Source: an optimization exercise on an open RTL-to-GDS flow (aim: small area, a short achievable clock period and few clock cycles per item). Production flows keep margins and buffers that such runs may drop. The RTL was checked by simulation tests, not by an equivalence proof against the original design. Power figures rest on the tool's default switching activity, not on a simulated workload.

## cedar
## affine_perm_engine
module affine_perm_engine (
    input  wire        clk,
    input  wire        rst,
    input  wire        start,
    input  wire [1:0]  mode,       
    input  wire [15:0] width,
    input  wire [15:0] height,
    input  wire [15:0] key_a,
    input  wire [15:0] key_b,
    input  wire [15:0] key_c,
    input  wire [15:0] key_d,
    input  wire [15:0] key_tx,
    input  wire [15:0] key_ty,
    output wire        ready,
    output wire        out_valid,
    input  wire        out_ready,
    output wire [23:0] out_tgt,
    output wire        out_drop,
    output wire        done,
    output wire        key_err,
    output wire [15:0] detn,
    output wire [15:0] detinv,
    output wire [24:0] dropped
);
clock: 13.5 ns
lec_check: 0
cap_margin: 20
core_margin: 2
core_utilization: 40
place_density: 0.6
slew_margin: 20
run.sh (not shown) runs the stock make flow with config.mk's settings and CLKGATE_MAP_FILE= SYNTH_SCRIPT=/design/flow/synth_recipe.tcl, a recipe that flattens the netlist after the stock synthesis.
cedar has completed all stages; timing, DRC and antenna checks passed.
Testbench counts of cedar, summed over its fixed seeds: cycles 27,568, indices 21,815.
Changes in birch relative to cedar:
diff --git a/flow/design.v b/flow/design.v
--- a/flow/design.v
+++ b/flow/design.v
@@ -195,16 +195,16 @@
     wire [33:0] wm1w = bk({18'd0, W}, ~34'd0, 1'b0);
     wire [33:0] hm1w = bk({18'd0, H}, ~34'd0, 1'b0);
     wire [15:0] Wm1 = wm1w[15:0];
     wire [15:0] Hm1 = hm1w[15:0];
     wire [15:0] nx_x = lastx ? 16'd0 : x1;
     wire [15:0] nx_y = y1;
-    wire [15:0] sx_add = madd({9'd0, SX}, {9'd0, in_strm ? CX : KR}, {9'd0, W}, cur_neg2, 1'b0);
+    wire [15:0] sx_add = madd({9'd0, SX}, {9'd0, pend ? CX : KR}, {9'd0, W}, cur_neg2, 1'b0);
     wire [15:0] kr_add = madd({9'd0, KR}, {9'd0, pend ? (wrapy ? S[15:0] : CY) : KR}, {9'd0, W}, 1'b0, 1'b0);
     wire [24:0] p_add  = madd(P, in_strm ? {1'b0, (wrapx ? TR[23:0] : GX)} : PR, M1, cur_neg1, cur_none);
-    wire [24:0] pr_add = madd(PR, pend ? {1'b0, GY} : PR, M1, 1'b0, cur_none);
+    wire [24:0] pr_add = madd(PR, in_strm ? {1'b0, GY} : PR, M1, 1'b0, cur_none);
     wire sneg = fwd && S[32] && (SX != 16'd0);
     wire tneg = fwd && T[32] && (P[23:0] != 24'd0);
     wire [33:0] o_a = {18'd0, SX};
     wire [33:0] o_b = {9'd0, P};
     wire [33:0] o_c = sneg ? ~{18'd0, W} : 34'd0;
     wire [33:0] o_d = tneg ? ~{9'd0, N}  : 34'd0;
### Flow results
Each of the runs, namely cedar and birch, reached the end of the flow and came out clean.
Re depth of the most critical reg-to-reg path: cedar and birch aren't equal, and the lower value belongs to birch.
Taking cedar as the reference, in birch area of combinational cells with multiple inputs was more or less identical; largest net degree at the start of global routing shrank by 15; routed via count rose 2.3%.
Diff cedar -> birch: synthesized cell count essentially unchanged; proportion of power drawn by combinational gates shows no meaningful change; overall global routing resource usage climbed 1.1 points; die footprint fell about 0.43%; cell area after synthesis went down.
birch ends up with higher worst clock skew than cedar does.
Testbench counts of birch, summed over its fixed seeds: cycles 27,568, indices 21,815.

--- another note on this design; it stands on its own ---

Design affine_perm_engine, start of the top module:
module affine_perm_engine (
    input  wire        clk,
    input  wire        rst,
    input  wire        start,
    input  wire [1:0]  mode,       
    input  wire [15:0] width,
    input  wire [15:0] height,
    input  wire [15:0] key_a,
    input  wire [15:0] key_b,
    input  wire [15:0] key_c,
    input  wire [15:0] key_d,
    input  wire [15:0] key_tx,
    input  wire [15:0] key_ty,
    output wire        ready,
    output wire        out_valid,
    input  wire        out_ready,
    output wire [23:0] out_tgt,
    output wire        out_drop,
    output wire        done,
    output wire        key_err,
    output wire [15:0] detn,
    output wire [15:0] detinv,
    output wire [24:0] dropped
);
Size: roughly 530 flip-flops, about 220 I/O pins.
Settings: LEC_CHECK=0, CAP_MARGIN=20, CORE_MARGIN=2, CORE_UTILIZATION=60, PLACE_DENSITY=0.75, SLEW_MARGIN=20; clock period 13.5 ns.
run.sh (not shown) runs the stock make flow with config.mk's settings and CLKGATE_MAP_FILE= SYNTH_SCRIPT=/design/flow/synth_recipe.tcl, a recipe that flattens the netlist after the stock synthesis.
Testbench counts at the start, summed over its fixed seeds: cycles 27,568, indices 21,815.
Next try:
CORE_UTILIZATION = 40   (was 60)
PLACE_DENSITY = 0.6   (was 0.75)
Cell area is higher by 1.6%.
Sequential share of layout area came out lower by 0.41 points.
Critical path depth rose by 4.
Die area came out higher by 49%.
Combinational power stays flat.
Utilization came out lower by 22 points.
Non-clock buffer count goes up by 18.

re-timing with driven ports:
No port has a modelled driver above. Below, the same layouts with a new extraction and two added sets of constraints. Step 1, drivers: a clkbuf_16 drives clk and a buf_2 each remaining input, both assumed. Step 2, shift: input delay + t, output delay - t, t = (earliest + latest rising clock arrival at the registers) / 2. This alone moves slack from input paths to output paths. Three values: ideal, step 1, step 2; two values: the first two.
| run | t (ns) | slack for setup (ns) | worst data-port slew with drivers (ns) |
|---|---|---|---|
| cedar | 0.751 | 6.574 / 6.574 / 6.484 | 0.07 |
| birch | 0.754 | 6.447 / 6.447 / 6.447 | 0.07 |
| the first run of note 2 | 0.700 | 6.669 / 6.669 / 6.669 | 0.05 |
| the second run of note 2 | 0.755 | 6.583 / 6.583 / 6.583 | 0.04 |
After both steps every run listed still meets setup and hold. The setup slack of cedar, which loses most, moves by 0.000 ns with the drivers and by -0.090 ns with both steps.
